This design comes from an exercise in tuning for small area on the open sky130 flow, not from production work.
The RTL was checked by simulation tests, not by an equivalence proof against the original design.
Power and IR drop assume default switching activity.

==> flow/design.v, too long to show whole: its modules and the start of the top module <==
// module colmux_nt_col: 391 lines
// module colmux_scan: 1486 lines
module colmux_scan(clk_scan, rst_scan_n, row_i, wave_i, ack_t_i, ser_o, srclk_o, rclk_o, sstat_o, req_t_o, bundle_o);
  // ...
==> flow/flow/run.sh <==
#!/bin/bash
# Standard layout, with a leaner clock tree (larger sink clusters, no dummy
# loads) and the smallest buffer on each port. Logs: flow.log and orfs/logs/.
set -euo pipefail
bash standard.sh \
  "CTS_ARGS=-sink_clustering_enable -repair_clock_nets -sink_clustering_size 10 -sink_clustering_max_diameter 50 -buf_list sky130_fd_sc_hd__clkbuf_4 -dont_use_dummy_load" \
  "BUFFER_PORTS_ARGS=-buffer_cell sky130_fd_sc_hd__buf_1" \
  finish > flow.log 2>&1
==> flow/standard.sh <==
#!/bin/bash
# synth_recipe.tcl (not shown) runs the flow's synth.tcl, then flattens the netlist and writes it again
# the make line also repeats each setting of config.mk as NAME=value (left out here)
make -C /OpenROAD-flow-scripts/flow DESIGN_CONFIG=/design/flow/config.mk WORK_HOME=/design/flow/orfs CLKGATE_MAP_FILE= SYNTH_SCRIPT=/design/flow/synth_recipe.tcl "${@:-finish}"
==> flow/config.mk <==
export PLATFORM = sky130hd
export DESIGN_NAME = colmux_scan
export DESIGN_NICKNAME = colmux_scan
export VERILOG_FILES = /design/flow/design.v
export SDC_FILE = /design/flow/constraint.sdc
export NUM_CORES = 4
export LEC_CHECK = 0
export ABC_AREA = 1
export CAP_MARGIN = 20
export CORE_MARGIN = 2
export CORE_UTILIZATION = 40
export SLEW_MARGIN = 20
==> flow/constraint.sdc <==
create_clock -name core_clock -period 10.0 [get_ports {clk_scan}]
set_input_delay 2.0000 -clock core_clock [delete_from_list [all_inputs] [get_ports {clk_scan}]]
set_output_delay 2.0000 -clock core_clock [all_outputs]
set_load 0.01 [all_outputs]
==> summary.md, run 1 <==
| Metric | Value |
|---|---|
| Status | finished clean |
| Hpwl dp | 9.52 mm |
| Post-route setup slack | roughly 5200 ps |
| Power Density | roughly 150 nW/um^2 |
| Critical path cell sequence | inv_1 > ha_1 > inv_1 > nand2_4 > nand3b_4 > nand3_2 > nand2_2 > inv_2 > nand3_2 > nand3_2 > nand2_2 > nand2_2 > and2_1 > buf_1 |
| # clock sinks | around 230 |
| N_diodes | 0 |
| Met3 Use GR | 0.0248 |
| Post-Route WL | roughly 14 mm |
| Commonest non-fill, non-tap cell in the layout | edfxtp_1 |
| Layout cells sized above 1 | 0.126 |
| Crit path max-delay family | simple AND/OR/NAND/NOR gates |
| Vias/cell | 4.75 |
| Cells after Synth | a little under 700 |
| Worst Hold End | rs2[4]$_DFF_P_ |
| Htree depth | 1 |
| Core ar. | 21,900 um^2 |
| Postcts setup bufs | 0 |
| Worst Hold Depth | 0 |
| Non-CTS buffers | 70 |
| CTS Hold Bufs | 0 |
| Final Non-Filler Cells | 1,027 |
| Crit path DAT | around 2800 ps |
| RR Startpoint | _884_$_DFF_PN0_ |
| Gate power share | 0.009 |
| Combinational group power | about 13 uW |
| VDD IR-drop max | ~0.076 mV |
| Final-report hold violation count | 0 |
==> run 2: changes to the inputs <==
==> flow/flow/run.sh (replaced) <==
#!/bin/bash
# Standard layout, with three changes: every combinational cell starts from
# its smallest drive after floorplan (flow/downsize.tcl; repair_design later
# upsizes or buffers where needed), a leaner clock tree (clkbuf_4 clusters of
# at most 10 sinks, no dummy loads) and the smallest buffer on each port.
# Logs: flow.log here and ORFS's own logs under orfs/logs/.
set -euo pipefail
bash standard.sh \
  "POST_FLOORPLAN_TCL=$PWD/flow/downsize.tcl" \
  "CTS_ARGS=-sink_clustering_enable -repair_clock_nets -sink_clustering_size 10 -sink_clustering_max_diameter 50 -buf_list sky130_fd_sc_hd__clkbuf_4 -dont_use_dummy_load" \
  "BUFFER_PORTS_ARGS=-buffer_cell sky130_fd_sc_hd__buf_1" \
  finish > flow.log 2>&1
==> flow/flow/downsize.tcl (new file) <==
# Run after floorplan (POST_FLOORPLAN_TCL): give every combinational cell the
# smallest drive strength of its family. Timing has ample slack at this
# period; placement's repair_design then restores drive wherever slew,
# capacitance or fanout call for it. Registers and clock cells are left alone.
set db [ord::get_db]
set block [ord::get_db_block]
set dont_use $::env(DONT_USE_CELLS)
set swapped 0
set saved 0
foreach inst [$block getInsts] {
  set master [$inst getMaster]
  set name [$master getName]
  if {![regexp {^(sky130_fd_sc_hd__[a-z0-9]+?)_([0-9]+)$} $name -> base drive]} { continue }
  if {[regexp {__(df|edf|sdf|dl|tap|fill|decap|conb|clk|lpflow|probe)} $base]} { continue }
  set best $master
  set best_area [expr {[$master getWidth] * [$master getHeight]}]
  foreach d {0 1 2 3 4 6 8 12 16} {
    set cand_name ${base}_$d
    if {[lsearch -exact $dont_use $cand_name] >= 0} { continue }
    set cand [$db findMaster $cand_name]
    if {$cand eq "NULL"} { continue }
    set a [expr {[$cand getWidth] * [$cand getHeight]}]
    if {$a < $best_area} {
      set best $cand
      set best_area $a
    }
  }
  if {$best ne $master} {
    set saved [expr {$saved + [$master getWidth] * [$master getHeight] - $best_area}]
    $inst swapMaster $best
    incr swapped
  }
}
puts "downsize: $swapped cells swapped to their smallest drive, [expr {$saved / 1e6}] um2 saved"
==> run 2 against run 1 <==
  * Still clean on timing, DRC and antenna
  * Final cell count increased by 0.19%
  * Clock skew increased by 37 ps
  * Routed wire length decreased by 2.7%
  * Global-route usage decreased by 0.17 points
  * Register-to-register slack improved by 790 ps
  * Worst setup slack got worse by 100 ps
==> summary.md, run 2 <==
| Metric | Value |
|---|---|
| Top cells by area, synth | edfxtp_1 55%, dfrtp_1 10%, nand2_1 5.5% (unchanged) |
| Slew @ Worst Pin | 733 ps (was 1010 ps) |
| Final-report hold violation count | 0 (unchanged) |
| I/O Buffers | 66 (unchanged) |
| Setup_tns | 0 ps (unchanged) |
| Post-CTS resize count | 0 (unchanged) |
| Die area | 23,600 um^2 (unchanged) |
| Htree depth | 1 (unchanged) |
| Initial antenna violation count | 1 (was 0) |
| DRC viols | 0 (unchanged) |
| Drt pass-1 iters | 4 (unchanged) |
| CTS clk-pin slew, worst paths | 100 ps (about the same) |
| Pre-CTS setup slack | 5700 ps (was 5790 ps) |
| Count of cell types in the netlist | 48 (unchanged) |
| Layout Area Growth over Synthesis | 4.59% (was 6.43%) |
| WHS | 334 ps (was 330 ps) |
| Wire length per cell | 13.7 um (was 14.1 um) |
| Reg2Reg Depth | 6 (was 9) |
| Final Non-Filler Cells | 1,029 (was 1,027) |
| F_max | 202 MHz (was 207 MHz) |
| Hold_sp | rs1[1]$_DFF_P_ (was rs1[4]$_DFF_P_) |
| Critical path cell sequence | inv_1 > ha_1 > inv_1 > o21ai_0 > nand2_1 > nand3_1 > nor2_1 > nand2_1 > nand2_1 > nand2_1 > nand2_1 > nand3_1 > nand2_1 > buf_1 (was inv_1 > ha_1 > inv_1 > nand2_4 > nand3b_4 > nand3_2 > nand2_2 > inv_2 > nand3_2 > nand3_2 > nand2_2 > nand2_2 > and2_1 > buf_1) |
| RSZ-0062 raised after global routing | false (unchanged) |
| CTS Root Buffer Type | clkbuf_4 (unchanged) |
| Max_slew headroom | 0.512 (was 0.324) |
| # clock sinks | 231 (unchanged) |
| Number of global-route vias before repair | 4,484 (was 4,591) |
| Leak | 3.67 nW (was 3.74 nW) |
| Worst Hold End | rs2[1]$_DFF_P_ (was rs2[4]$_DFF_P_) |
| Fin crit share | 0.494 (was 0.484) |
| Die height | 154 um (unchanged) |
| Post-route setup slack | 5060 ps (was 5160 ps) |
| Sequential fraction of the synthesis area | 0.728 (unchanged) |
| Largest stage delay on the critical path | 610 ps (was 640 ps) |
| Vias/cell | 4.65 (was 4.75) |
| Synthesized cell area | 8950 um^2 (unchanged) |
| Design Area, Final | 9360 um^2 (was 9520 um^2) |
| Core ar. | 21,900 um^2 (unchanged) |
| Worst clock skew | 81.4 ps (was 44.1 ps) |
| Total of max-cap violations | 0 (unchanged) |
| Top FF cell, synth | edfxtp_1 (unchanged) |
| Buffer and inverter count on the worst path | 3 (was 4) |
| Via count | 4,789 (was 4,877) |
| Area leader, netlist | edfxtp_1 (unchanged) |
| CP required | 8000 ps (about the same) |
| Top-count cell post-synth | edfxtp_1 (unchanged) |
| Commonest non-fill, non-tap cell in the layout | edfxtp_1 (unchanged) |
| Yosys top cell area share | 0.547 (unchanged) |
| CTS tree | yes (unchanged) |
| Post-Route WL | 14.1 mm (was 14.5 mm) |
| Commonest non-fill, non-tap cells in the layout | 163 x edfxtp_1, 149 x nand2_1, 65 x buf_1 (was 163 x edfxtp_1, 132 x nand2_1, 65 x buf_1) |
| First-pass GRT wire length | 23.0 mm (was 23.5 mm) |
| Startpoint Class | flop (unchanged) |
| Post-synth EDFFs | 163 (unchanged) |
| Dpl cell area | 9120 um^2 (was 9310 um^2) |
| Seq cells post-synth | 231 (unchanged) |
| Async S/R FF share, synth | 0.212 (unchanged) |
| Status | finished clean (unchanged) |
| Crit end category | output pin (unchanged) |
| Worst Hold Depth | 0 (unchanged) |
| Initial core utilization | 0.409 (unchanged) |
| Power Density | 153 nW/um^2 (was 150 nW/um^2) |
| Hpwl dp | 9.02 mm (was 9.52 mm) |
| Worst-path fanout max | 8 (unchanged) |
| Crit path DAT | 2940 ps (was 2840 ps) |
| RR Startpoint | _884_$_DFF_PN0_ (unchanged) |
| Tot GR Track Use | 0.120 (was 0.122) |
| Final Setup Violations | 0 (unchanged) |
| Clock tree buffer depth | 3 (unchanged) |
| Post-layout util | 0.427 (was 0.435) |
| CTS Buf Count | 28 (unchanged) |
| Cell Rows | 54 (unchanged) |
| Critical path's most frequent cell | nand2_1 |
| Synth top cells by count | 163 x edfxtp_1, 132 x nand2_1, 63 x inv_1 (unchanged) |
| Crit path max-delay family | simple AND/OR/NAND/NOR gates (unchanged) |
| GP Congestion | 0.872 (was 0.825) |
| CTS Hold Bufs | 0 (unchanged) |
| Largest net degree at the start of global routing | 90 (was 84) |
| R2R Setup Slk | 7350 ps (was 6560 ps) |
| Design Power | 1.43 mW (about the same) |
| Nets@finish | 777 (was 776) |
| Postcts setup bufs | 0 (unchanged) |
| Placed cell count | 999 (unchanged) |
| Max Slew Vio Count | 0 (unchanged) |
| Later-pin clock latency in the skew report | 660 ps (was 620 ps) |
| Ports | 75 (unchanged) |
| Worst r2r dst | ring2[14]$_DFFE_PP_ (was pseq[7]$_DFFE_PN0P_) |
| Min-delay worst type | flop to flop (unchanged) |
| DRT iter0 DRCs | 321 (was 324) |
| Grt ovf | 0 (unchanged) |
| Layout cells sized above 1 | 0.0749 (was 0.126) |
| Setup CP Type | flop to output pin (unchanged) |
| Cells after Synth | 683 (unchanged) |
| VDD IR-drop max | 0.0962 mV (was 0.0760 mV) |
| YS warnings | 1 (unchanged) |
| DRT antenna net count | 0 (unchanged) |
| Syn Area/Cell | 13.1 um^2 (unchanged) |
| Min Tclk post-route | 4940 ps (was 4840 ps) |
| DIE WIDTH | 154 um (unchanged) |
| Critical path's slowest cell | dfstp_2 (unchanged) |
run 2: cell counts after synthesis:
No cell type changed its count.
run 2: routing by layer:
layer / GRT usage / vias to the layer above / share of wire
met5: 0 / - / 0
met4: 0.0454 / 0 / 0.029
met3: 0.0245 / 34 / 0.048
met2: 0.177 / 110 / 0.41
met1: 0.176 / 2244 / 0.51
li1: - / 2401 / -
run 2: worst max-delay path by stage:
stage,slack (ps),to,depth (start not counted),from
2_1_floorplan,2780,pseq[1]$_DFFE_PN0P_,7,_884_$_DFF_PN0_
5_1_grt,4710,bundle_o[4],12,_869_$_DFFE_PN1P_
4_1_cts,5000,bundle_o[4],14,_869_$_DFFE_PN1P_
3_5_place_dp,5700,bundle_o[4],12,_869_$_DFFE_PN1P_
6_report,5060,bundle_o[4],14,_869_$_DFFE_PN1P_
3_3_place_gp,5750,bundle_o[4],14,_869_$_DFFE_PN1P_
run 2: cells by family (layout without fill, tap and decap cells):
group | count (synthesis) | in the layout | synth area share
adders and majority gates | 16 | 16 | 0.0224
AOI/OAI and AO/OA | 61 | 61 | 0.0427
xor gates and xnor gates | 11 | 11 | 0.0108
buffers and inverters | 112 | 170 | 0.0634
DFF | 231 | 231 | 0.728
and+or+nand+nor | 251 | 251 | 0.132
other | 1 | 9 | 0.000419
run 2: cell type report:
cell class,count,area [um^2]
timing repair buffer,71,307
inverter,71,268
antenna,1,2.50
multi-input combinational,347,1700
fill,2075,12500
clock buffer,28,210
tap,280,350
sequential,231,6520
run 2: power by group:
group          total [mW]  switching [mW]  internal (mW)
registers            1.02         0.00162           1.02
logic              0.0127         0.00962        0.00308
clock network       0.402           0.274          0.129
total                1.43           0.285           1.15
==> run 3: changes to the inputs <==
==> flow/flow/run.sh (replaced) <==
#!/bin/bash
# Standard layout, with four changes:
# - synthesis is the standard flow's own, but ABC maps with an area-oriented script
#   (flow/synth.tcl, flow/abc_amap.script);
# - every combinational cell starts from its smallest drive after floorplan
#   (flow/downsize.tcl; repair_design later upsizes or buffers where needed);
# - a leaner clock tree (clkbuf_4 clusters of at most 10 sinks, no dummy loads);
# - the smallest buffer on each port.
# Logs: flow.log here and ORFS's own logs under orfs/logs/.
set -euo pipefail
bash standard.sh \
  "SYNTH_SCRIPT=$PWD/flow/synth.tcl" \
  "POST_FLOORPLAN_TCL=$PWD/flow/downsize.tcl" \
  "CTS_ARGS=-sink_clustering_enable -repair_clock_nets -sink_clustering_size 10 -sink_clustering_max_diameter 50 -buf_list {sky130_fd_sc_hd__clkbuf_4 sky130_fd_sc_hd__clkbuf_8} -dont_use_dummy_load" \
  "BUFFER_PORTS_ARGS=-buffer_cell sky130_fd_sc_hd__buf_1" \
  finish > flow.log 2>&1
==> flow/flow/abc_amap.script (new file) <==
strash
dch -f
amap
topo
==> flow/flow/synth.tcl (new file) <==
# The standard synthesis (synth_recipe.tcl in the work folder, run
# unchanged), except that ABC maps the combinational logic with an
# area-oriented script (abc_amap.script beside this file) instead of ORFS's
# abc_area/abc_speed script. Registers are mapped before ABC runs, so their
# names and cell types are those of the standard synthesis.
set flow_dir [file dirname [file normalize [info script]]]
set ::amap_script [file join $flow_dir abc_amap.script]
proc abc {args} {
  set i [lsearch -exact $args -script]
  if {$i >= 0 && [regexp {abc_(area|speed)\.script$} [lindex $args [expr {$i + 1}]]]} {
    lset args [expr {$i + 1}] $::amap_script
    puts "flow/synth.tcl: ABC script replaced by $::amap_script"
  }
  yosys abc {*}$args
}
source [file join [file dirname $flow_dir] synth_recipe.tcl]
==> run 3 against run 2 <==
  * Register-to-register slack got worse by 880 ps
  * Synthesized area shrank 5.3%
  * Flip-flop and latch count is the same
==> summary.md, run 3 <==
| Metric | Value |
|---|---|
| Int Power | 1.27 mW (was 1.15 mW) |
| CTS Hold Bufs | 0 (unchanged) |
| Area leader, netlist | edfxtp_1 (unchanged) |
| N_diodes | 0 (was 1) |
| Synthesized cell area | 8470 um^2 (was 8950 um^2) |
| Power Density | 169 nW/um^2 (was 153 nW/um^2) |
| Placed cell count | 888 (was 999) |
| First-pass GRT wire length | 24.3 mm (was 23.0 mm) |
| Total of max-cap violations | 0 (unchanged) |
| Ports | 75 (unchanged) |
| CTS Buf Count | 28 (unchanged) |
| Layout cells sized above 1 | 0.0749 (about the same) |
| Via count | 4,660 (was 4,789) |
| Min Tclk post-route | 6120 ps (was 4940 ps) |
| Switching power total | 301 uW (was 285 uW) |
| Leak | 3.23 nW (was 3.67 nW) |
| WHS | 328 ps (was 334 ps) |
| Fin crit share | 0.612 (was 0.494) |
| Initial antenna violation count | 0 (was 1) |
| Initial core utilization | 0.405 (was 0.409) |
| Commonest non-fill, non-tap cells in the layout | 163 x edfxtp_1, 66 x nor2_1, 65 x buf_1 (was 163 x edfxtp_1, 149 x nand2_1, 65 x buf_1) |
| CP required | 8000 ps (about the same) |
| Sequential Power Share | 0.650 (was 0.710) |
| Cells after Synth | 567 (was 683) |
| F_max | 163 MHz (was 202 MHz) |
| Reg2Reg Depth | 6 (unchanged) |
| Critical path's most frequent cell | o21ai_0 (was nand2_1) |
| Max_slew headroom | 0.316 (was 0.512) |
| Post-route setup slack | 3880 ps (was 5060 ps) |
| Switching Share | 0.192 (was 0.199) |
| Die area | 22,400 um^2 (was 23,600 um^2) |
| Top-count cell post-synth | edfxtp_1 (unchanged) |
| # clock sinks | 231 (unchanged) |
| RR Startpoint | _951_$_DFF_PN0_ (was _884_$_DFF_PN0_) |
| Yosys top cell area share | 0.578 (was 0.547) |
| Simple-gate share of the synthesized area | 0.0724 (was 0.132) |
| Worst-path fanout max | 8 (unchanged) |
| Buffer and inverter count on the worst path | 3 (unchanged) |
| Async S/R FF share, synth | 0.212 (unchanged) |
| Crit path to | bundle_o[4] (unchanged) |
| Tot GR Track Use | 0.136 (was 0.120) |
| Synth top cells by count | 163 x edfxtp_1, 66 x nor2_1, 50 x clkinv_1 (was 163 x edfxtp_1, 132 x nand2_1, 63 x inv_1) |
| RSZ-0062 raised after global routing | false (unchanged) |
| Status | finished clean (unchanged) |
| Final-report hold violation count | 0 (unchanged) |
| VDD IR-drop max | 0.109 mV (was 0.0962 mV) |
| Setup CP Type | flop to output pin (unchanged) |
| Seq cells post-synth | 231 (unchanged) |
| Nets@finish | 670 (was 777) |
| Post-Synth XOR/XNOR Area | 0 (was 0.0108) |
| CTS Root Buffer Type | clkbuf_8 (was clkbuf_4) |
| Pre-CTS setup slack | 4430 ps (was 5700 ps) |
| R2R Setup Slk | 6470 ps (was 7350 ps) |
| Hpwl dp | 9.58 mm (was 9.02 mm) |
| DRT iter0 DRCs | 289 (was 321) |
| Startpoint Class | flop (unchanged) |
| DIE WIDTH | 150 um (was 154 um) |
| Gate power share | 0.008 (was 0.009) |
| Post-Route WL | 15.0 mm (was 14.1 mm) |
| Crit path max-delay family | compound AO/OA/AOI/OAI gates (was simple AND/OR/NAND/NOR gates) |
| Largest stage delay on the critical path | 610 ps (about the same) |
| Crit end category | output pin (unchanged) |
| Critical path's slowest cell | dfstp_2 (unchanged) |
| Htree depth | 1 (unchanged) |
| Syn Area/Cell | 14.9 um^2 (was 13.1 um^2) |
| Critical path cell sequence | clkinv_1 > ha_1 > nor2_1 > o211ai_1 > o22ai_1 > clkinv_1 > nor2_1 > nor3_1 > o221ai_1 > o21ai_0 > nor3_1 > a221o_1 > o21ai_0 > o21ai_0 > buf_1 (was inv_1 > ha_1 > inv_1 > o21ai_0 > nand2_1 > nand3_1 > nor2_1 > nand2_1 > nand2_1 > nand2_1 > nand2_1 > nand3_1 > nand2_1 > buf_1) |
| CTS clk-pin slew, worst paths | 60 ps (was 100 ps) |
| CTS tree | yes (unchanged) |
| Clock tree buffer depth | 3 (unchanged) |
| GP Congestion | 0.784 (was 0.872) |
| Final Non-Filler Cells | 916 (was 1,029) |
| Crit path DAT | 4120 ps (was 2940 ps) |
| Die height | 150 um (was 154 um) |
| Compound-Gate Fraction of Synth Area | 0.0836 (was 0.0427) |
| Clock power share | 0.342 (was 0.281) |
| Worst Setup SP | _872_$_DFFE_PN1P_ (was _869_$_DFFE_PN1P_) |
| DRC viols | 0 (unchanged) |
| Cell Rows | 53 (was 54) |
| Grt ovf | 0 (unchanged) |
| Top cells by area, synth | edfxtp_1 58%, dfrtp_1 11%, dfxtp_1 4.5% (was edfxtp_1 55%, dfrtp_1 10%, nand2_1 5.5%) |
| Postcts setup bufs | 0 (unchanged) |
| Final Setup Violations | 0 (unchanged) |
| DRT antenna net count | 0 (unchanged) |
| Layout Area Growth over Synthesis | 9.60% (was 4.59%) |
| YS warnings | 1 (unchanged) |
| Count of cell types in the netlist | 43 (was 48) |
| Top FF cell, synth | edfxtp_1 (unchanged) |
| Later-pin clock latency in the skew report | 540 ps (was 660 ps) |
| Core ar. | 20,900 um^2 (was 21,900 um^2) |
| Commonest non-fill, non-tap cell in the layout | edfxtp_1 (unchanged) |
| Drt pass-1 iters | 6 (was 4) |
| Slew @ Worst Pin | 1030 ps (was 733 ps) |
| Post-synth EDFFs | 163 (unchanged) |
| Largest family of logic cells by synthesized area | compound AO/OA/AOI/OAI gates (was simple AND/OR/NAND/NOR gates) |
| Min-delay worst type | flop to flop (unchanged) |
| Max Slew Vio Count | 0 (unchanged) |
| Wire length per cell | 16.3 um (was 13.7 um) |
| Mux share of post-synthesis cell area | 0 (unchanged) |
| Crit path depth | 15 (was 14) |
| Worst clock skew | 43.3 ps (was 81.4 ps) |
| Largest net degree at the start of global routing | 86 (was 90) |
| Worst r2r dst | _864_$_DFFE_PN0P_ (was ring2[14]$_DFFE_PP_) |
| Number of global-route vias before repair | 4,716 (was 4,484) |
| Post-Synth Adder-Cell Area | 0.0236 (was 0.0224) |
| I/O Buffers | 66 (unchanged) |
| Design Power | 1.57 mW (was 1.43 mW) |
| Setup_tns | 0 ps (unchanged) |
| Sequential fraction of the synthesis area | 0.769 (was 0.728) |
| Post-CTS resize count | 0 (unchanged) |
| Vias/cell | 5.09 (was 4.65) |
[run 3: how the worst min path moves through the flow]
stage,startpoint,to,slack (ps),depth (start not counted)
floorplan,rs1[0]$_DFF_P_,rs2[0]$_DFF_P_,310,0
global placement,rs1[2]$_DFF_P_,rs2[2]$_DFF_P_,310,0
detailed placement,rs1[2]$_DFF_P_,rs2[2]$_DFF_P_,320,0
CTS,rs1[2]$_DFF_P_,rs2[2]$_DFF_P_,330,0
global route,rs1[0]$_DFF_P_,rs2[0]$_DFF_P_,340,0
finish,rs1[2]$_DFF_P_,rs2[2]$_DFF_P_,330,0
[run 3: area by class of cell]
class | count | area, um^2
well taps | 275 | 344
multi-input cells | 261 | 1560
flip-flops and latches | 231 | 6520
fillers | 1903 | 11600
inverters | 50 | 188
clock buffers | 28 | 385
repair buffers | 71 | 287
[run 3: routing by layer]
layer,track usage,vias to the layer above,wire [um]
met3,0.0302,34,923
met2,0.211,147,6670
li1,-,2193,-
met4,0.0467,0,384
met1,0.192,2286,7000
met5,0,-,0
[run 3: kinds of logic after synthesis]
group	after synthesis
DFF	231
and+or+nand+nor	135
AOI/OAI and AO/OA	102
buffers and inverters	82
adders and majority gates	16
other	1
[run 3: per-stage QoR]
stage,area [um^2],utilization
after floorplan,8510,-
after CTS,9280,0.444
after detailed placement,8900,0.426
after global routing,9280,0.444
after global placement,8900,0.426
final,9280,0.444
[run 3: power groups by stage]
stage	clock [mW]	sequential, mW	combinational (mW)
after floorplan	0	1.04	0.00791
after global placement	0	1.04	0.0126
after detailed placement	0	1.04	0.0128
after CTS	0.566	1.02	0.0129
after global routing	0.607	1.02	0.0146
final	0.537	1.02	0.0125
==> run 4: changes to the inputs <==
--- a/flow/flow/run.sh
+++ b/flow/flow/run.sh
@@ -12,5 +12,5 @@
   "SYNTH_SCRIPT=$PWD/flow/synth.tcl" \
   "POST_FLOORPLAN_TCL=$PWD/flow/downsize.tcl" \
-  "CTS_ARGS=-sink_clustering_enable -repair_clock_nets -sink_clustering_size 10 -sink_clustering_max_diameter 50 -buf_list {sky130_fd_sc_hd__clkbuf_4 sky130_fd_sc_hd__clkbuf_8} -dont_use_dummy_load" \
+  "CTS_ARGS=-sink_clustering_enable -repair_clock_nets -sink_clustering_size 9 -sink_clustering_max_diameter 45 -buf_list sky130_fd_sc_hd__clkbuf_4 -dont_use_dummy_load" \
   "BUFFER_PORTS_ARGS=-buffer_cell sky130_fd_sc_hd__buf_1" \
   finish > flow.log 2>&1
==> run 4 against run 3 <==
  * Total power decreased by 7.6%
  * Routed wire length about the same
  * Clock power decreased by 22%
  * Critical path type unchanged
  * Via count increased by 1.5%
  * Final area decreased by 1.6%
  * Still clean
  * Worst hold slack improved by 7.8 ps
  * Count of clock-buffer cells in the layout increased by 3
  * Largest cell class unchanged
  * Sequential share of layout area increased by 1.2 points
==> summary.md, run 4 <==
| Metric | Value |
|---|---|
| Filler Cell Count | 1,928 (was 1,903) |
| Fin crit share | 0.627 (was 0.612) |
| Sequential fraction of the synthesis area | 0.769 (unchanged) |
| Leak | 3.17 nW (was 3.23 nW) |
| Reg2Reg Depth | 6 (unchanged) |
| Area leader, netlist | edfxtp_1 (unchanged) |
| F_max | 159 MHz (was 163 MHz) |
| Final-report hold violation count | 0 (unchanged) |
| Crit end category | output pin (unchanged) |
| Layout Area Growth over Synthesis | 7.80% (was 9.60%) |
| Drt pass-1 iters | 4 (was 6) |
| RSZ-0062 raised after global routing | false (unchanged) |
| Hpwl dp | 9.58 mm (unchanged) |
| Clock tree buffer depth | 3 (unchanged) |
| Initial antenna violation count | 0 (unchanged) |
| YS warnings | 1 (unchanged) |
| Max_slew headroom | 0.314 (was 0.316) |
| Post-Route WL | 15.0 mm (about the same) |
| Die height | 150 um (unchanged) |
| Post-synth EDFFs | 163 (unchanged) |
| Startpoint Class | flop (unchanged) |
| Ports | 75 (unchanged) |
| I/O Buffers | 66 (unchanged) |
| Vias/cell | 5.14 (was 5.09) |
| Worst-path fanout max | 8 (unchanged) |
| Max Slew Vio Count | 0 (unchanged) |
| Worst clock skew | 74.7 ps (was 43.3 ps) |
| Core ar. | 20,900 um^2 (unchanged) |
| Commonest non-fill, non-tap cell in the layout | edfxtp_1 (unchanged) |
| Slew @ Worst Pin | 1030 ps (about the same) |
| Top-count cell post-synth | edfxtp_1 (unchanged) |
| CTS Buf Count | 31 (was 28) |
| Hold_sp | rs1[2]$_DFF_P_ (unchanged) |
| Later-pin clock latency in the skew report | 670 ps (was 540 ps) |
| Synthesized cell area | 8470 um^2 (unchanged) |
| Setup_tns | 0 ps (unchanged) |
| Seq cells post-synth | 231 (unchanged) |
| Initial core utilization | 0.405 (unchanged) |
| Top FF cell, synth | edfxtp_1 (unchanged) |
| Syn Area/Cell | 14.9 um^2 (unchanged) |
| RR Startpoint | _951_$_DFF_PN0_ (unchanged) |
| CTS Hold Bufs | 0 (unchanged) |
| Crit path DAT | 4270 ps (was 4120 ps) |
| Cells after Synth | 567 (unchanged) |
| Worst Hold End | rs2[2]$_DFF_P_ (unchanged) |
| Number of global-route vias before repair | 4,764 (was 4,716) |
| Yosys top cell area share | 0.578 (unchanged) |
| Setup CP Type | flop to output pin (unchanged) |
| GP Congestion | 0.784 (unchanged) |
| CTS Root Buffer Type | clkbuf_4 (was clkbuf_8) |
| Worst r2r dst | _865_$_DFFE_PN0P_ (was _864_$_DFFE_PN0P_) |
| Top cells by area, synth | edfxtp_1 58%, dfrtp_1 11%, dfxtp_1 4.5% (unchanged) |
| Htree depth | 1 (unchanged) |
| Worst Hold Depth | 0 (unchanged) |
| Min Tclk post-route | 6270 ps (was 6120 ps) |
| Postcts setup bufs | 0 (unchanged) |
| Commonest non-fill, non-tap cells in the layout | 163 x edfxtp_1, 66 x nor2_1, 65 x buf_1 (unchanged) |
| CTS tree | yes (unchanged) |
| Layout cells sized above 1 | 0.0792 (was 0.0749) |
| Synth top cells by count | 163 x edfxtp_1, 66 x nor2_1, 50 x clkinv_1 (unchanged) |
| CTS clk-pin slew, worst paths | 100 ps (was 60 ps) |
| N_diodes | 0 (unchanged) |
| First-pass GRT wire length | 24.3 mm (about the same) |
| Total of max-cap violations | 0 (unchanged) |
| DRT antenna net count | 0 (unchanged) |
| Final Setup Violations | 0 (unchanged) |
| VDD IR-drop max | 0.0859 mV (was 0.109 mV) |
| Nets@finish | 673 (was 670) |
| WHS | 336 ps (was 328 ps) |
| Min-delay worst type | flop to flop (unchanged) |
| CP required | 8000 ps (about the same) |
| Status | finished clean (unchanged) |
| Final Non-Filler Cells | 919 (was 916) |
| DIE WIDTH | 150 um (unchanged) |
| Die area | 22,400 um^2 (unchanged) |
| Post-layout util | 0.437 (was 0.444) |
| R2R Setup Slk | 6540 ps (was 6470 ps) |
| Power Density | 159 nW/um^2 (was 169 nW/um^2) |
| Wire length per cell | 16.3 um (about the same) |
| Placed cell count | 888 (unchanged) |
| Design Power | 1.45 mW (was 1.57 mW) |
| Tot GR Track Use | 0.136 (about the same) |
| Grt ovf | 0 (unchanged) |
| Cell Rows | 53 (unchanged) |
| # clock sinks | 231 (unchanged) |
| Via count | 4,728 (was 4,660) |
| Largest net degree at the start of global routing | 86 (unchanged) |
| Count of cell types in the netlist | 43 (unchanged) |
| Async S/R FF share, synth | 0.212 (unchanged) |
| DRT iter0 DRCs | 247 (was 289) |
| DRC viols | 0 (unchanged) |
| Post-CTS resize count | 0 (unchanged) |
==> run 4: cell counts after synthesis <==
No cell type changed its count.
==> run 4: worst max-delay path by stage <==
| stage | cells after the start | endpoint | slack, ps | startpoint |
|---|---|---|---|---|
| after floorplan | 6 | note[4]$_DFFE_PN0P_ | 2590 | _951_$_DFF_PN0_ |
| after global placement | 15 | bundle_o[4] | 4590 | _872_$_DFFE_PN1P_ |
| after detailed placement | 15 | bundle_o[4] | 4430 | _872_$_DFFE_PN1P_ |
| after CTS | 15 | bundle_o[4] | 3690 | _872_$_DFFE_PN1P_ |
| after global routing | 15 | bundle_o[4] | 3230 | _872_$_DFFE_PN1P_ |
| final | 15 | bundle_o[4] | 3730 | _872_$_DFFE_PN1P_ |
==> run 4: critical path: stages, from the launching register on <==
cell	delay, ps
dfstp_2	620
clkinv_1	210
ha_1	300
nor2_1	110
o211ai_1	110
o22ai_1	280
clkinv_1	160
nor2_1	380
nor3_1	160
o221ai_1	130
o21ai_0	220
nor3_1	330
a221o_1	200
o21ai_0	110
o21ai_0	170
buf_1	180
==> run 4: metal layers <==
| metal | up-vias | wire length (um) | track usage |
|---|---|---|---|
| met1 | 2323 | 6920 | 0.189 |
| met2 | 149 | 6710 | 0.212 |
| li1 | 2220 | - | - |
| met4 | 0 | 456 | 0.0481 |
| met5 | - | 0 | 0 |
| met3 | 36 | 883 | 0.0308 |
==> run 4: area by class of cell <==
type | count | area, um^2 | share of cell area
timing repair buffer | 71 | 287 | 0.0314
clock buffer | 31 | 233 | 0.0255
tap | 275 | 344 | 0.0377
multi-input combinational | 261 | 1560 | 0.171
sequential | 231 | 6520 | 0.714
inverter | 50 | 188 | 0.0206
==> run 4: through the flow <==
step / setup WS (ps) / area [um^2]
finish: 3730 / 9130
global route: 3230 / 9130
CTS: 3690 / 9130
detailed placement: 4430 / 8900
global placement: 4590 / 8900
floorplan: 2590 / 8510
==> run 4: cells by family after synthesis <==
logic type | count (synthesis) | synth area share
AOI/OAI and AO/OA | 102 | 0.0836
DFF | 231 | 0.769
buffers and inverters | 82 | 0.0505
adders and majority gates | 16 | 0.0236
other | 1 | 0.000443
and+or+nand+nor | 135 | 0.0724
==> run 4: report_power, final <==
group | leakage [nW] | switching, mW | internal [mW] | total [mW]
Clock | 0.143 | 0.277 | 0.142 | 0.419
Combinational | 0.811 | 0.00911 | 0.00339 | 0.0125
Sequential | 2.22 | 0.00171 | 1.02 | 1.02
Total | 3.17 | 0.288 | 1.16 | 1.45
==> run 5: changes to the inputs <==
--- a/flow/flow/run.sh
+++ b/flow/flow/run.sh
@@ -1,5 +1,6 @@
 #!/bin/bash
 # Standard layout, with four changes:
-# - synthesis is the standard flow's own, but ABC maps with an area-oriented script
+# - synthesis is the standard flow's own, but extract_fa is skipped and ABC maps with an
+#   area-oriented script
 #   (flow/synth.tcl, flow/abc_amap.script);
 # - every combinational cell starts from its smallest drive after floorplan
==> flow/flow/synth.tcl (replaced) <==
# The standard synthesis (synth_recipe.tcl in the work folder, run
# unchanged), except for the combinational mapping: Yosys's extract_fa (which
# pulls XOR/AND pairs out as half/full adder cells before ABC sees them) is
# skipped, and ABC maps with an area-oriented script (abc_amap.script beside
# this file) instead of ORFS's abc_area/abc_speed script. Registers are
# mapped before ABC runs, so their names and cell types are those of the
# standard synthesis.
set flow_dir [file dirname [file normalize [info script]]]
set ::amap_script [file join $flow_dir abc_amap.script]
proc abc {args} {
  set i [lsearch -exact $args -script]
  if {$i >= 0 && [regexp {abc_(area|speed)\.script$} [lindex $args [expr {$i + 1}]]]} {
    lset args [expr {$i + 1}] $::amap_script
    puts "flow/synth.tcl: ABC script replaced by $::amap_script"
  }
  yosys abc {*}$args
}
proc extract_fa {args} {
  puts "flow/synth.tcl: extract_fa skipped"
}
source [file join [file dirname $flow_dir] synth_recipe.tcl]
--- a/flow/config.mk
+++ b/flow/config.mk
@@ -9,4 +9,4 @@
 export CAP_MARGIN = 20
 export CORE_MARGIN = 2
-export CORE_UTILIZATION = 40
+export CORE_UTILIZATION = 65
 export SLEW_MARGIN = 20
==> run 5 against run 4 <==
  * Global-route usage up 6.6 points
  * Clock skew shrank 50 ps
  * Core utilization is 27 points higher
  * Still clean
  * First-iteration DRC count grew 120%
  * Largest power group unchanged
  * Critical path type unchanged
  * Final area shrank 3.0%
  * Worst hold slack better by 5.7 ps
  * Critical path depth is 1 higher
  * Largest cell class unchanged
  * Synthesized area fell by 1.5%
  * Worst setup slack gained 270 ps
  * Register-to-register slack worse by 190 ps
==> summary.md, run 5 <==
| Metric | Value |
|---|---|
| Post-CTS resize count | 0 (unchanged) |
| Initial core utilization | 0.664 (was 0.405) |
| Buffer and inverter count on the worst path | 3 (unchanged) |
| Post-synth EDFFs | 163 (unchanged) |
| Power Density | 162 nW/um^2 (was 159 nW/um^2) |
| Sequential fraction of the synthesis area | 0.781 (was 0.769) |
| Clock tree buffer depth | 3 (unchanged) |
| Largest stage delay on the critical path | 560 ps (was 620 ps) |
| First-pass GRT wire length | 21.4 mm (was 24.3 mm) |
| CP required | 8000 ps (about the same) |
| Synthesized cell area | 8340 um^2 (was 8470 um^2) |
| Status | finished clean (unchanged) |
| N_diodes | 0 (unchanged) |
| Final Non-Filler Cells | 821 (was 919) |
| Post-Route WL | 13.5 mm (was 15.0 mm) |
| DRT iter0 DRCs | 534 (was 247) |
| VDD IR-drop max | 0.111 mV (was 0.0859 mV) |
| Min Tclk post-route | 6000 ps (was 6270 ps) |
| Ports | 75 (unchanged) |
| DIE WIDTH | 117 um (was 150 um) |
| CTS Buf Count | 30 (was 31) |
| CTS Root Buffer Type | clkbuf_4 (unchanged) |
| Grt ovf | 0 (unchanged) |
| Commonest non-fill, non-tap cells in the layout | 163 x edfxtp_1, 79 x nor2_1, 65 x buf_1 (was 163 x edfxtp_1, 66 x nor2_1, 65 x buf_1) |
| Max Slew Vio Count | 0 (unchanged) |
| Via count | 4,648 (was 4,728) |
| CTS tree | yes (unchanged) |
| Worst-path fanout max | 8 (unchanged) |
| Count of cell types in the netlist | 43 (unchanged) |
| Met3 Use GR | 0.0438 (was 0.0308) |
| Slew @ Worst Pin | 1020 ps (was 1030 ps) |
| Placed cell count | 791 (was 888) |
| DRT antenna net count | 0 (unchanged) |
| Synth top cells by count | 163 x edfxtp_1, 79 x nor2_1, 54 x clkinv_1 (was 163 x edfxtp_1, 66 x nor2_1, 50 x clkinv_1) |
| M2 GR Usage | 0.314 (was 0.212) |
| Layout cells sized above 1 | 0.0755 (was 0.0792) |
| Top-count cell post-synth | edfxtp_1 (unchanged) |
| Vias/cell | 5.66 (was 5.14) |
| Hpwl dp | 8.61 mm (was 9.58 mm) |
| Seq cells post-synth | 231 (unchanged) |
| RSZ-0062 raised after global routing | false (unchanged) |
| Filler Cell Count | 838 (was 1,928) |
| Final-report hold violation count | 0 (unchanged) |
| Critical path's most frequent cell | nor2_1 (was o21ai_0) |
| Postcts setup bufs | 0 (unchanged) |
| Leak | 3.03 nW (was 3.17 nW) |
| Worst clock skew | 24.7 ps (was 74.7 ps) |
| Wire length per cell | 16.5 um (was 16.3 um) |
| Drt pass-1 iters | 5 (was 4) |
| Cells after Synth | 574 (was 567) |
| YS warnings | 1 (unchanged) |
| CTS clk-pin slew, worst paths | 100 ps (about the same) |
| Startpoint Class | flop (unchanged) |
| Min-delay worst type | flop to flop (unchanged) |
| Later-pin clock latency in the skew report | 620 ps (was 670 ps) |
| Crit path max-delay family | simple AND/OR/NAND/NOR gates (was compound AO/OA/AOI/OAI gates) |
| Core ar. | 12,600 um^2 (was 20,900 um^2) |
| Die height | 117 um (was 150 um) |
| Cell Rows | 41 (was 53) |
| Htree depth | 1 (unchanged) |
| # clock sinks | 231 (unchanged) |
| Die area | 13,800 um^2 (was 22,400 um^2) |
| Met1 Usage GRT | 0.298 (was 0.189) |
| Async S/R FF share, synth | 0.212 (unchanged) |
| Largest net degree at the start of global routing | 88 (was 86) |
| Layout Area Growth over Synthesis | 6.20% (was 7.80%) |
| F_max | 167 MHz (was 159 MHz) |
| Setup_tns | 0 ps (unchanged) |
| Dpl cell area | 8630 um^2 (was 8900 um^2) |
| Fin crit share | 0.600 (was 0.627) |
| Design Power | 1.44 mW (was 1.45 mW) |
| DRC viols | 0 (unchanged) |
| Post-layout util | 0.705 (was 0.437) |
| GP Congestion | 1.07 (was 0.784) |
| Area leader, netlist | edfxtp_1 (unchanged) |
| Commonest non-fill, non-tap cell in the layout | edfxtp_1 (unchanged) |
| Tot GR Track Use | 0.202 (was 0.136) |
| Nets@finish | 662 (was 673) |
| Total of max-cap violations | 0 (unchanged) |
| Setup CP Type | flop to output pin (unchanged) |
| Top cells by area, synth | edfxtp_1 59%, dfrtp_1 11%, dfxtp_1 4.6% (was edfxtp_1 58%, dfrtp_1 11%, dfxtp_1 4.5%) |
| Crit end category | output pin (unchanged) |
| Final Setup Violations | 0 (unchanged) |
| GRT Max-Usage Layer | met2 (unchanged) |
| Top FF cell, synth | edfxtp_1 (unchanged) |
| Number of global-route vias before repair | 4,323 (was 4,764) |
| Initial antenna violation count | 0 (unchanged) |
| I/O Buffers | 66 (unchanged) |
| Critical path cell sequence | clkinv_1 > nor2_1 > nor2_1 > o211ai_1 > o22ai_1 > clkinv_1 > nor2_1 > a211oi_1 > nand2_1 > o21ai_0 > nor3b_1 > or2_0 > o21a_1 > nor2_1 > o41ai_1 > buf_1 (was clkinv_1 > ha_1 > nor2_1 > o211ai_1 > o22ai_1 > clkinv_1 > nor2_1 > nor3_1 > o221ai_1 > o21ai_0 > nor3_1 > a221o_1 > o21ai_0 > o21ai_0 > buf_1) |
| Design Area, Final | 8860 um^2 (was 9130 um^2) |
| Yosys top cell area share | 0.587 (was 0.578) |
| Critical path's slowest cell | dfstp_2 (unchanged) |
| Syn Area/Cell | 14.5 um^2 (was 14.9 um^2) |
| CTS Hold Bufs | 0 (unchanged) |
| Crit path DAT | 4000 ps (was 4270 ps) |
| Max_slew headroom | 0.318 (was 0.314) |
==> run 5: final timing paths <==
path / from / to / slack (ps) / cells past startpoint
max in group asynchronous: rst_scan_n / req_t_o$_DFFE_PN0P_ / 8070 / 2
hold / removal: rs1[2]$_DFF_P_ / rs2[2]$_DFF_P_ / 340 / 0
hold reg to reg: rs1[2]$_DFF_P_ / rs2[2]$_DFF_P_ / 340 / 0
setup reg to reg: _986_$_DFFE_PN0N_ / pseq[4]$_DFFE_PN0P_ / 6350 / 16
setup / recovery: _871_$_DFFE_PN1P_ / bundle_o[2] / 4000 / 16
min in group asynchronous: rst_scan_n / _879_$_DFF_PN0_ / 1480 / 2
==> run 5: through the flow <==
step                      hold slack [ps]  worst slack, ps
final                                 342             4000
after global routing                  348             3500
after CTS                             347             4000
after detailed placement              325             4710
after global placement                315             4930
after floorplan                       310             2610
==> run 5: layout make-up <==
class	instances	area, um^2	share of cell area
flip-flops and latches	231	6520	0.736
clock buffers	30	225	0.0254
inverters	54	203	0.0229
repair buffers	70	279	0.0315
well taps	172	215	0.0243
multi-input cells	264	1420	0.160
==> run 5: routing by layer <==
layer	up-vias	share of wire
met2	169	0.47
met1	2238	0.46
li1	2222	-
met3	19	0.057
met4	0	0.010
met5	-	0
==> run 5: cells by family (layout without fill, tap and decap cells) <==
group,after synthesis,in the layout,synth area share
AO/OA/AOI/OAI,104,104,0.0837
other,1,8,0.000450
buffers and inverters,86,154,0.0531
flip-flops,231,231,0.781
AND/OR/NAND/NOR,152,152,0.0813
==> run 5: power breakdown <==
part / internal [mW] / switching (mW)
Combinational: 0.00343 / 0.00908
Clock: 0.138 / 0.268
Sequential: 1.02 / 0.00158
==> run 6: changes to the inputs <==
--- a/flow/config.mk
+++ b/flow/config.mk
@@ -9,4 +9,4 @@
 export CAP_MARGIN = 20
 export CORE_MARGIN = 2
-export CORE_UTILIZATION = 65
+export CORE_UTILIZATION = 40
 export SLEW_MARGIN = 20
==> run 6 against run 5 <==
  * Still clean on timing, DRC and antenna
  * Clock power rose by 3%
  * Final area increased by 1.5%
  * Routed wire length grew 4.6%
==> summary.md, run 6 <==
| Metric | Value |
|---|---|
| Status | finished clean (unchanged) |
| Tot GR Track Use | 0.129 (was 0.202) |
| Worst clock skew | 44.2 ps (was 24.7 ps) |
| CTS Hold Bufs | 0 (unchanged) |
| Max Slew Vio Count | 0 (unchanged) |
| VDD IR-drop max | 0.0872 mV (was 0.111 mV) |
| CP required | 8000 ps (about the same) |
| First-pass GRT wire length | 23.0 mm (was 21.4 mm) |
| Met2 routed WL | 6.40 mm (was 6.34 mm) |
| # clock sinks | 231 (unchanged) |
| Post-synth EDFFs | 163 (unchanged) |
| Number of global-route vias before repair | 4,517 (was 4,323) |
| Sequential fraction of the synthesis area | 0.781 (unchanged) |
| DIE WIDTH | 148 um (was 117 um) |
| Yosys top cell area share | 0.587 (unchanged) |
| N_diodes | 0 (unchanged) |
| Postcts setup bufs | 0 (unchanged) |
| Ports | 75 (unchanged) |
| Dpl cell area | 8750 um^2 (was 8630 um^2) |
| Syn Area/Cell | 14.5 um^2 (unchanged) |
| Count of cell types in the netlist | 43 (unchanged) |
| Htree depth | 1 (unchanged) |
| Seq cells post-synth | 231 (unchanged) |
| F_max | 162 MHz (was 167 MHz) |
| Later-pin clock latency in the skew report | 640 ps (was 620 ps) |
| Nets@finish | 663 (was 662) |
| Commonest non-fill, non-tap cells in the layout | 163 x edfxtp_1, 79 x nor2_1, 65 x buf_1 (unchanged) |
| DRC viols | 0 (unchanged) |
| CTS Root Buffer Type | clkbuf_4 (unchanged) |
| Core ar. | 20,400 um^2 (was 12,600 um^2) |
| Critical path cell sequence | clkinv_1 > nor2_1 > clkinv_1 > o211ai_1 > o22ai_1 > clkinv_1 > nor2_1 > a211oi_1 > nand2_1 > o21ai_0 > nor3b_1 > or2_0 > o21a_1 > nor2_1 > o41ai_1 > buf_1 (was clkinv_1 > nor2_1 > nor2_1 > o211ai_1 > o22ai_1 > clkinv_1 > nor2_1 > a211oi_1 > nand2_1 > o21ai_0 > nor3b_1 > or2_0 > o21a_1 > nor2_1 > o41ai_1 > buf_1) |
| Synthesized cell area | 8340 um^2 (unchanged) |
| I/O Buffers | 66 (unchanged) |
| Metal-1 WL | 6.38 mm (was 6.25 mm) |
| Critical path's slowest cell | dfstp_2 (unchanged) |
| Crit path max-delay family | simple AND/OR/NAND/NOR gates (unchanged) |
| Vias/cell | 5.11 (was 5.66) |
| Setup_tns | 0 ps (unchanged) |
| Via count | 4,697 (was 4,648) |
| Grt ovf | 0 (unchanged) |
| Filler Cell Count | 1,855 (was 838) |
| Max_slew headroom | 0.338 (was 0.318) |
| RSZ-0062 raised after global routing | false (unchanged) |
| Final Setup Violations | 0 (unchanged) |
| Post-CTS resize count | 0 (unchanged) |
| Total of max-cap violations | 0 (unchanged) |
| Leak | 3.03 nW (about the same) |
| DRT iter0 DRCs | 238 (was 534) |
| Buffer and inverter count on the worst path | 4 (was 3) |
| CTS Buf Count | 31 (was 30) |
| Layout Area Growth over Synthesis | 7.80% (was 6.20%) |
| Synth top cells by count | 163 x edfxtp_1, 79 x nor2_1, 54 x clkinv_1 (unchanged) |
| Top FF cell, synth | edfxtp_1 (unchanged) |
| CTS tree | yes (unchanged) |
| Post-Route WL | 14.1 mm (was 13.5 mm) |
| YS warnings | 1 (unchanged) |
| Min-delay worst type | flop to flop (unchanged) |
| Crit path DAT | 4170 ps (was 4000 ps) |
| Wire length per cell | 15.4 um (was 16.5 um) |
| Design Area, Final | 8990 um^2 (was 8860 um^2) |
| Crit end category | output pin (unchanged) |
| Largest net degree at the start of global routing | 100 (was 88) |
| Initial antenna violation count | 0 (unchanged) |
| CTS clk-pin slew, worst paths | 90 ps (was 100 ps) |
| Min Tclk post-route | 6170 ps (was 6000 ps) |
| Drt pass-1 iters | 7 (was 5) |
| Top cells by area, synth | edfxtp_1 59%, dfrtp_1 11%, dfxtp_1 4.6% (unchanged) |
| DRT antenna net count | 0 (unchanged) |
| Largest stage delay on the critical path | 590 ps (was 560 ps) |
| Power Density | 161 nW/um^2 (was 162 nW/um^2) |
| GP Congestion | 0.787 (was 1.07) |
| Die area | 22,000 um^2 (was 13,800 um^2) |
| Async S/R FF share, synth | 0.212 (unchanged) |
| Worst-path fanout max | 9 (was 8) |
| Cells after Synth | 574 (unchanged) |
| Clock tree buffer depth | 3 (unchanged) |
| Die height | 148 um (was 117 um) |
| DR top layer | met4 (unchanged) |
| Final-report hold violation count | 0 (unchanged) |
| Placed cell count | 889 (was 791) |
| Met3 wire len | 917 um (was 775 um) |
| Area leader, netlist | edfxtp_1 (unchanged) |
| Final Non-Filler Cells | 920 (was 821) |
| Fin crit share | 0.617 (was 0.600) |
| Setup CP Type | flop to output pin (unchanged) |
| Hpwl dp | 9.16 mm (was 8.61 mm) |
| Layout cells sized above 1 | 0.0769 (was 0.0755) |
| Initial core utilization | 0.409 (was 0.664) |
| Cell Rows | 52 (was 41) |
| Commonest non-fill, non-tap cell in the layout | edfxtp_1 (unchanged) |
| WHS | 334 ps (was 342 ps) |
| Top-count cell post-synth | edfxtp_1 (unchanged) |
| Slew @ Worst Pin | 990 ps (was 1020 ps) |
| Startpoint Class | flop (unchanged) |
-- run 6: logic make-up (layout without fill, tap and decap cells) --
kind of cell	count (synthesis)	after routing	synth area share
AOI/OAI and AO/OA	104	104	0.0837
and+or+nand+nor	152	152	0.0813
DFF	231	231	0.781
other	1	8	0.000450
buffers and inverters	86	155	0.0531
-- run 6: area by class of cell --
class | instances | area [um^2] | share of cell area
Timing Repair Buffer | 70 | 283 | 0.0315
Multi-Input combinational cell | 264 | 1420 | 0.158
Clock buffer | 31 | 233 | 0.0259
Tap cell | 270 | 338 | 0.0376
Sequential cell | 231 | 6520 | 0.725
Inverter | 54 | 203 | 0.0225
-- run 6: metal layers --
metal	vias up	GRT usage
met3	43	0.0276
met1	2275	0.179
met2	165	0.203
li1	2214	-
met5	-	0
met4	0	0.0486
-- run 6: worst paths after layout --
kind                            cells past startpoint  slack [ps]             endpoint               from
worst min register to register                      0         330       rs2[0]$_DFF_P_     rs1[0]$_DFF_P_
max in group asynchronous                           2        8080    _861_$_DFFE_PN0P_         rst_scan_n
worst min-delay path                                0         330       rs2[0]$_DFF_P_     rs1[0]$_DFF_P_
worst max register to register                     16        6210  pseq[4]$_DFFE_PN0P_  _956_$_DFFE_PN0N_
worst max-delay path                               16        3830          bundle_o[2]  _872_$_DFFE_PN1P_
min in group asynchronous                           2        1450       pend$_DFF_PN0_         rst_scan_n
-- run 6: through the flow --
stage                     utilization  setup slack (ps)  total power [mW]
after detailed placement        0.430              4590              1.05
after floorplan                     -              2610              1.05
after global placement          0.430              4760              1.05
after CTS                       0.441              3820              1.48
after global routing            0.441              3320              1.51
final                           0.441              3830              1.45
-- run 6: worst register-to-register path, cell delays in order, from the launching register on --
cell,delay [ps]
dfrtp_1,500
clkinv_1,160
nand4_1,150
or2_0,280
nor2_1,140
nand2_1,80
nor2_1,190
clkinv_1,160
o2111a_1,170
nor2_1,480
clkinv_1,450
nor2_1,280
nand2_1,120
nor2_1,170
and2_0,200
nor2_1,50
a21oi_1,110
-- run 6: power breakdown --
group	internal (mW)	switching [mW]
clock	0.142	0.274
combinational	0.00342	0.00897
sequential	1.02	0.00181
total	1.16	0.285
==> run 7: changes to the inputs <==
--- a/flow/flow/run.sh
+++ b/flow/flow/run.sh
@@ -13,5 +13,5 @@
   "SYNTH_SCRIPT=$PWD/flow/synth.tcl" \
   "POST_FLOORPLAN_TCL=$PWD/flow/downsize.tcl" \
-  "CTS_ARGS=-sink_clustering_enable -repair_clock_nets -sink_clustering_size 9 -sink_clustering_max_diameter 45 -buf_list sky130_fd_sc_hd__clkbuf_4 -dont_use_dummy_load" \
+  "CTS_ARGS=-sink_clustering_enable -repair_clock_nets -sink_clustering_size 20 -sink_clustering_max_diameter 40 -buf_list sky130_fd_sc_hd__clkbuf_8 -dont_use_dummy_load" \
   "BUFFER_PORTS_ARGS=-buffer_cell sky130_fd_sc_hd__buf_1" \
   finish > flow.log 2>&1
--- a/flow/config.mk
+++ b/flow/config.mk
@@ -9,4 +9,4 @@
 export CAP_MARGIN = 20
 export CORE_MARGIN = 2
-export CORE_UTILIZATION = 40
+export CORE_UTILIZATION = 65
 export SLEW_MARGIN = 20
==> run 7 against run 6 <==
  * Final cell count fell by 11%
  * Non-clock buffer count unchanged
  * Synthesized area unchanged
  * Worst hold slack better by 6.7 ps
  * Register-to-register slack gained 190 ps
  * Highest routed layer unchanged
  * Worst setup slack improved by 290 ps
  * Flip-flop and latch count stayed put
==> summary.md, run 7 <==
| Metric | Value |
|---|---|
| Syn Area/Cell | 14.5 um^2 (unchanged) |
| Die height | 117 um (was 148 um) |
| Max_slew headroom | 0.318 (was 0.338) |
| Startpoint Class | flop (unchanged) |
| DRC viols | 0 (unchanged) |
| VDD IR-drop max | 0.142 mV (was 0.0872 mV) |
| Synth top cells by count | 163 x edfxtp_1, 79 x nor2_1, 54 x clkinv_1 (unchanged) |
| YS warnings | 1 (unchanged) |
| Initial core utilization | 0.664 (was 0.409) |
| GP Congestion | 1.07 (was 0.787) |
| CTS Buf Count | 25 (was 31) |
| Post-synth EDFFs | 163 (unchanged) |
| Worst-path fanout max | 8 (was 9) |
| Cell Rows | 41 (was 52) |
| DRT iter0 DRCs | 559 (was 238) |
| Core ar. | 12,600 um^2 (was 20,400 um^2) |
| Number of global-route vias before repair | 4,268 (was 4,517) |
| Postcts setup bufs | 0 (unchanged) |
| Commonest non-fill, non-tap cell in the layout | edfxtp_1 (unchanged) |
| Met3 wire len | 826 um (was 917 um) |
| Max Slew Vio Count | 0 (unchanged) |
| Critical path's slowest cell | dfstp_2 (unchanged) |
| Layout Area Growth over Synthesis | 7.62% (was 7.80%) |
| Yosys top cell area share | 0.587 (unchanged) |
| Grt ovf | 0 (unchanged) |
| Min Tclk post-route | 5880 ps (was 6170 ps) |
| Initial antenna violation count | 0 (unchanged) |
| Largest net degree at the start of global routing | 88 (was 100) |
| Setup CP Type | flop to output pin (unchanged) |
| # clock sinks | 231 (unchanged) |
| Post-Route WL | 13.6 mm (was 14.1 mm) |
| Filler Cell Count | 828 (was 1,855) |
| RSZ-0062 raised after global routing | false (unchanged) |
| Design Area, Final | 8970 um^2 (was 8990 um^2) |
| Total of max-cap violations | 0 (unchanged) |
| Final-report hold violation count | 0 (unchanged) |
| Clock tree buffer depth | 3 (unchanged) |
| Dpl cell area | 8630 um^2 (was 8750 um^2) |
| F_max | 170 MHz (was 162 MHz) |
| Drt pass-1 iters | 8 (was 7) |
| Worst clock skew | 51.4 ps (was 44.2 ps) |
| CTS tree | yes (unchanged) |
| Area of the multi-input gates | 1420 um^2 (unchanged) |
| Min-delay worst type | flop to flop (unchanged) |
| Area leader, netlist | edfxtp_1 (unchanged) |
| Setup_tns | 0 ps (unchanged) |
| Vias/cell | 5.73 (was 5.11) |
| Cells after Synth | 574 (unchanged) |
| Hpwl dp | 8.61 mm (was 9.16 mm) |
| Seq cells post-synth | 231 (unchanged) |
| Storage cell area | 6520 um^2 (unchanged) |
| Critical path cell sequence | clkinv_1 > nor2_1 > nor2_1 > o211ai_1 > o22ai_1 > clkinv_1 > nor2_1 > a211oi_1 > nand2_1 > o21ai_0 > nor3b_1 > or2_0 > o21a_1 > nor2_1 > o41ai_1 > buf_1 (was clkinv_1 > nor2_1 > clkinv_1 > o211ai_1 > o22ai_1 > clkinv_1 > nor2_1 > a211oi_1 > nand2_1 > o21ai_0 > nor3b_1 > or2_0 > o21a_1 > nor2_1 > o41ai_1 > buf_1) |
| Via count | 4,673 (was 4,697) |
| Crit end category | output pin (unchanged) |
| Wire length per cell | 16.7 um (was 15.4 um) |
| Top-count cell post-synth | edfxtp_1 (unchanged) |
| CTS clk-pin slew, worst paths | 80 ps (was 90 ps) |
| Tot GR Track Use | 0.202 (was 0.129) |
| Htree depth | 1 (unchanged) |
| Post-CTS resize count | 0 (unchanged) |
| Slew @ Worst Pin | 1020 ps (was 990 ps) |
| Metal-1 WL | 6.17 mm (was 6.38 mm) |
| Nets@finish | 657 (was 663) |
| Leak | 3.07 nW (was 3.03 nW) |
| Commonest non-fill, non-tap cells in the layout | 163 x edfxtp_1, 79 x nor2_1, 65 x buf_1 (unchanged) |
| Async S/R FF share, synth | 0.212 (unchanged) |
| I/O Buffers | 66 (unchanged) |
| Count of cell types in the netlist | 43 (unchanged) |
| Top FF cell, synth | edfxtp_1 (unchanged) |
| Fin crit share | 0.588 (was 0.617) |
| Layout cells sized above 1 | 0.0683 (was 0.0769) |
| Critical path's most frequent cell | nor2_1 |
| Met2 routed WL | 6.25 mm (was 6.40 mm) |
| DRT antenna net count | 0 (unchanged) |
| Crit path DAT | 3880 ps (was 4170 ps) |
| Status | finished clean (unchanged) |
| CTS Root Buffer Type | clkbuf_8 (was clkbuf_4) |
| Sequential fraction of the synthesis area | 0.781 (unchanged) |
| Power Density | 170 nW/um^2 (was 161 nW/um^2) |
| Die area | 13,800 um^2 (was 22,000 um^2) |
| DIE WIDTH | 117 um (was 148 um) |
| Synthesized cell area | 8340 um^2 (unchanged) |
| Largest stage delay on the critical path | 540 ps (was 590 ps) |
| Later-pin clock latency in the skew report | 520 ps (was 640 ps) |
| N_diodes | 0 (unchanged) |
| CTS Hold Bufs | 0 (unchanged) |
| DR top layer | met4 (unchanged) |
| Top cells by area, synth | edfxtp_1 59%, dfrtp_1 11%, dfxtp_1 4.6% (unchanged) |
| First-pass GRT wire length | 21.4 mm (was 23.0 mm) |
| CP required | 8000 ps (about the same) |
| Ports | 75 (unchanged) |
| Final Setup Violations | 0 (unchanged) |
-- run 7: kinds of logic (layout without fill, tap and decap cells) --
kind of cell,count (synthesis),in the layout,share of synthesized area
and+or+nand+nor,152,152,0.0813
buffers and inverters,86,149,0.0531
other,1,8,0.000450
AOI/OAI and AO/OA,104,104,0.0837
DFF,231,231,0.781
-- run 7: final timing paths --
check	start	to	slack [ps]	cells after the start
worst max register to register	_986_$_DFFE_PN0N_	pseq[4]$_DFFE_PN0P_	6400	16
worst min register to register	rs1[2]$_DFF_P_	rs2[2]$_DFF_P_	340	0
max in group asynchronous	rst_scan_n	_986_$_DFFE_PN0N_	7920	2
worst min-delay path	rs1[2]$_DFF_P_	rs2[2]$_DFF_P_	340	0
min in group asynchronous	rst_scan_n	_955_$_DFFE_PN0N_	1600	2
worst max-delay path	_871_$_DFFE_PN1P_	bundle_o[2]	4120	16
-- run 7: layer usage --
metal,vias to the layer above,GRT usage
met3,41,0.0355
met5,-,0
met2,181,0.316
met1,2250,0.297
met4,0,0.0588
li1,2201,-
-- run 7: power by group --
group | switching [mW] | internal (mW)
clock | 0.275 | 0.222
sequential | 0.00159 | 1.02
combinational | 0.00910 | 0.00343
total | 0.285 | 1.24
-- run 7: through the flow --
stage               total power [mW]  cells   util  setup slack [ps]  hold slack [ps]
finish                          1.53    816  0.714              4120              340
global route                    1.58    816  0.714              3680              347
CTS                             1.54    816  0.714              4170              345
detailed placement              1.05    791  0.687              4710              325
global placement                1.05    791  0.687              4930              315
floorplan                       1.05    581      -              2610              310
-- run 7: final cells by class --
cell class,count,share of cell area
Clock buffer,25,0.0383
Inverter,54,0.0226
Multi-Input combinational cell,264,0.158
Sequential cell,231,0.726
Tap cell,172,0.0240
Timing Repair Buffer,70,0.0311
-- run 7: worst max-delay path: cells and delay by family, from the launching register on --
family | cells | cell delay, ps
simple gates | 7 | 1240
flops | 1 | 540
buf+inv | 3 | 470
compound gates | 6 | 1120
==> run 8: changes to the inputs <==
--- a/flow/flow/run.sh
+++ b/flow/flow/run.sh
@@ -13,5 +13,5 @@
   "SYNTH_SCRIPT=$PWD/flow/synth.tcl" \
   "POST_FLOORPLAN_TCL=$PWD/flow/downsize.tcl" \
-  "CTS_ARGS=-sink_clustering_enable -repair_clock_nets -sink_clustering_size 20 -sink_clustering_max_diameter 40 -buf_list sky130_fd_sc_hd__clkbuf_8 -dont_use_dummy_load" \
+  "CTS_ARGS=-sink_clustering_enable -repair_clock_nets -sink_clustering_size 6 -sink_clustering_max_diameter 30 -buf_list sky130_fd_sc_hd__clkbuf_2 -dont_use_dummy_load" \
   "BUFFER_PORTS_ARGS=-buffer_cell sky130_fd_sc_hd__buf_1" \
   finish > flow.log 2>&1
==> run 8 against run 7 <==
  * First-iteration DRC count decreased by 15%
  * Sequential power is essentially flat
  * Non-clock buffer count unchanged
  * Flip-flop and latch count unchanged
  * Via count is 1.5% higher
  * Sequential share of layout area grew 0.89 points
  * Clock power decreased by 17%
  * Largest cell class unchanged
  * Largest power group unchanged
==> summary.md, run 8 <==
| Metric | Value |
|---|---|
| Initial antenna violation count | 0 (unchanged) |
| Cells after Synth | 574 (unchanged) |
| Worst Hold Depth | 0 (unchanged) |
| Commonest non-fill, non-tap cells in the layout | 163 x edfxtp_1, 79 x nor2_1, 65 x buf_1 (unchanged) |
| VDD IR-drop max | 0.108 mV (was 0.142 mV) |
| Top cells by area, synth | edfxtp_1 59%, dfrtp_1 11%, dfxtp_1 4.6% (unchanged) |
| Post-route setup slack | 3820 ps (was 4120 ps) |
| Area leader, netlist | edfxtp_1 (unchanged) |
| DIE WIDTH | 117 um (unchanged) |
| Placed cell count | 791 (unchanged) |
| Post-synth EDFFs | 163 (unchanged) |
| Worst clock skew | 86.8 ps (was 51.4 ps) |
| Max_slew headroom | 0.318 (about the same) |
| CTS Root Buffer Type | clkbuf_2 (was clkbuf_8) |
| Async S/R FF share, synth | 0.212 (unchanged) |
| Top-count cell post-synth | edfxtp_1 (unchanged) |
| DRT iter0 DRCs | 476 (was 559) |
| Min Tclk post-route | 6180 ps (was 5880 ps) |
| Min-delay worst type | flop to flop (unchanged) |
| Sequential fraction of the synthesis area | 0.781 (unchanged) |
| Leak | 3.08 nW (was 3.07 nW) |
| DRC viols | 0 (unchanged) |
| Hpwl dp | 8.61 mm (unchanged) |
| Status | finished clean (unchanged) |
| Filler Cell Count | 866 (was 828) |
| Slew @ Worst Pin | 1020 ps (about the same) |
| N_diodes | 0 (unchanged) |
| Worst Hold End | rs2[2]$_DFF_P_ (unchanged) |
| Reg2Reg Depth | 16 (unchanged) |
| Top FF cell, synth | edfxtp_1 (unchanged) |
| CTS Buf Count | 47 (was 25) |
| Power Density | 163 nW/um^2 (was 170 nW/um^2) |
| Design Power | 1.44 mW (was 1.53 mW) |
| Postcts setup bufs | 0 (unchanged) |
| DRT antenna net count | 0 (unchanged) |
| CTS clk-pin slew, worst paths | 100 ps (was 80 ps) |
| Die area | 13,800 um^2 (unchanged) |
| F_max | 162 MHz (was 170 MHz) |
| Post-CTS resize count | 0 (unchanged) |
| Number of global-route vias before repair | 4,551 (was 4,268) |
| Final Non-Filler Cells | 838 (was 816) |
| RSZ-0062 raised after global routing | false (unchanged) |
| Nets@finish | 679 (was 657) |
| First-pass GRT wire length | 22.2 mm (was 21.4 mm) |
| Vias/cell | 5.66 (was 5.73) |
| CTS tree | yes (unchanged) |
| I/O Buffers | 66 (unchanged) |
| Worst r2r dst | pseq[4]$_DFFE_PN0P_ (unchanged) |
| Clock tree buffer depth | 3 (unchanged) |
| Initial core utilization | 0.664 (unchanged) |
| Ports | 75 (unchanged) |
| YS warnings | 1 (unchanged) |
| Layout cells sized above 1 | 0.0991 (was 0.0683) |
| Setup_tns | 0 ps (unchanged) |
| Largest net degree at the start of global routing | 88 (unchanged) |
| CP required | 8000 ps (about the same) |
| Crit end category | output pin (unchanged) |
| Worst-path fanout max | 8 (unchanged) |
| Core ar. | 12,600 um^2 (unchanged) |
| Via count | 4,745 (was 4,673) |
| Htree depth | 2 (was 1) |
| Setup CP Type | flop to output pin (unchanged) |
| R2R Setup Slk | 6320 ps (was 6400 ps) |
| # clock sinks | 231 (unchanged) |
| Startpoint Class | flop (unchanged) |
| Total of max-cap violations | 0 (unchanged) |
| Post-Route WL | 13.9 mm (was 13.6 mm) |
| Yosys top cell area share | 0.587 (unchanged) |
| Pre-CTS setup slack | 4710 ps (unchanged) |
| Fin crit share | 0.618 (was 0.588) |
| Final-report hold violation count | 0 (unchanged) |
[run 8: layer usage]
metal | global-route usage | wire [um]
met5 | 0 | 0
met3 | 0.0623 | 923
met4 | 0.0871 | 300
met2 | 0.321 | 6430
met1 | 0.298 | 6260
[run 8: how the worst max path moves through the flow]
stage | startpoint | endpoint | cells past startpoint
3_3_place_gp | _872_$_DFFE_PN1P_ | bundle_o[4] | 16
4_1_cts | _871_$_DFFE_PN1P_ | bundle_o[2] | 16
2_1_floorplan | _951_$_DFF_PN0_ | pseq[4]$_DFFE_PN0P_ | 11
6_report | _871_$_DFFE_PN1P_ | bundle_o[2] | 16
5_1_grt | _872_$_DFFE_PN1P_ | bundle_o[2] | 16
3_5_place_dp | _871_$_DFFE_PN1P_ | bundle_o[2] | 16
[run 8: final cells by class]
cell class,instances,area [um^2],area share
Tap cell,172,215,0.0243
Multi-Input combinational cell,264,1420,0.160
Inverter,54,203,0.0229
Sequential cell,231,6520,0.735
Timing Repair Buffer,70,279,0.0315
Clock buffer,47,235,0.0265
[run 8: kinds of logic after synthesis]
group	synth area share
other cells	0.000450
flops	0.781
simple gates	0.0813
buf+inv	0.0531
compound gates	0.0837
[run 8: power breakdown]
| part | switching [mW] | internal, mW | leakage, nW |
|---|---|---|---|
| clock network | 0.291 | 0.122 | 0.195 |
| registers | 0.00157 | 1.02 | 2.22 |
| logic | 0.00909 | 0.00343 | 0.672 |
| total | 0.302 | 1.14 | 3.08 |
[run 8: critical path, cell delays in order (launching register included)]
cell and delay [ps]:
dfstp_2 560, clkinv_1 190, nor2_1 410, nor2_1 70, o211ai_1 280, o22ai_1 190, clkinv_1 110, nor2_1 100
a211oi_1 320, nand2_1 120, o21ai_0 160, nor3b_1 340, or2_0 200, o21a_1 130, nor2_1 40, o41ai_1 70
buf_1 190
[run 8: through the flow]
stage,util,hold WS (ps)
2_1_floorplan,-,310
3_3_place_gp,0.687,315
3_5_place_dp,0.687,325
4_1_cts,0.705,339
5_1_grt,0.705,334
6_report,0.705,336

-- static timing again, ports no longer ideal --
The flow's constraints put no driver on any port. The routed layouts listed below were extracted and timed again, unchanged, in two steps. Step 1, drivers: a clkbuf_16 drives clk_scan and a buf_2 each remaining input, both assumed. Step 2 moves the port delays by t, midway between the first and last clock arrival at a register: inputs arrive t later, outputs are due t later. That takes back most of the time a late clock gives input paths. a / b / c = no drivers / after step 1 / after step 2; a / b = the first two.
run | t (ns) | setup slack, ns | worst setup path at the end
run 1 | 0.632 | 5.160 / 5.127 / 5.759 | register to output
run 2 | 0.657 | 5.057 / 5.021 / 5.679 | register to output
run 3 | 0.551 | 3.878 / 3.841 / 4.392 | register to output
run 4 | 0.664 | 3.729 / 3.695 / 4.359 | register to output
run 5 | 0.639 | 3.997 / 3.966 / 4.605 | register to output
run 6 | 0.659 | 3.832 / 3.798 / 4.457 | register to output
run 7 | 0.533 | 4.120 / 4.083 / 4.616 | register to output
run 8 | 0.740 | 3.824 / 3.791 / 4.531 | register to output
After both steps setup and hold are still met in every run listed.
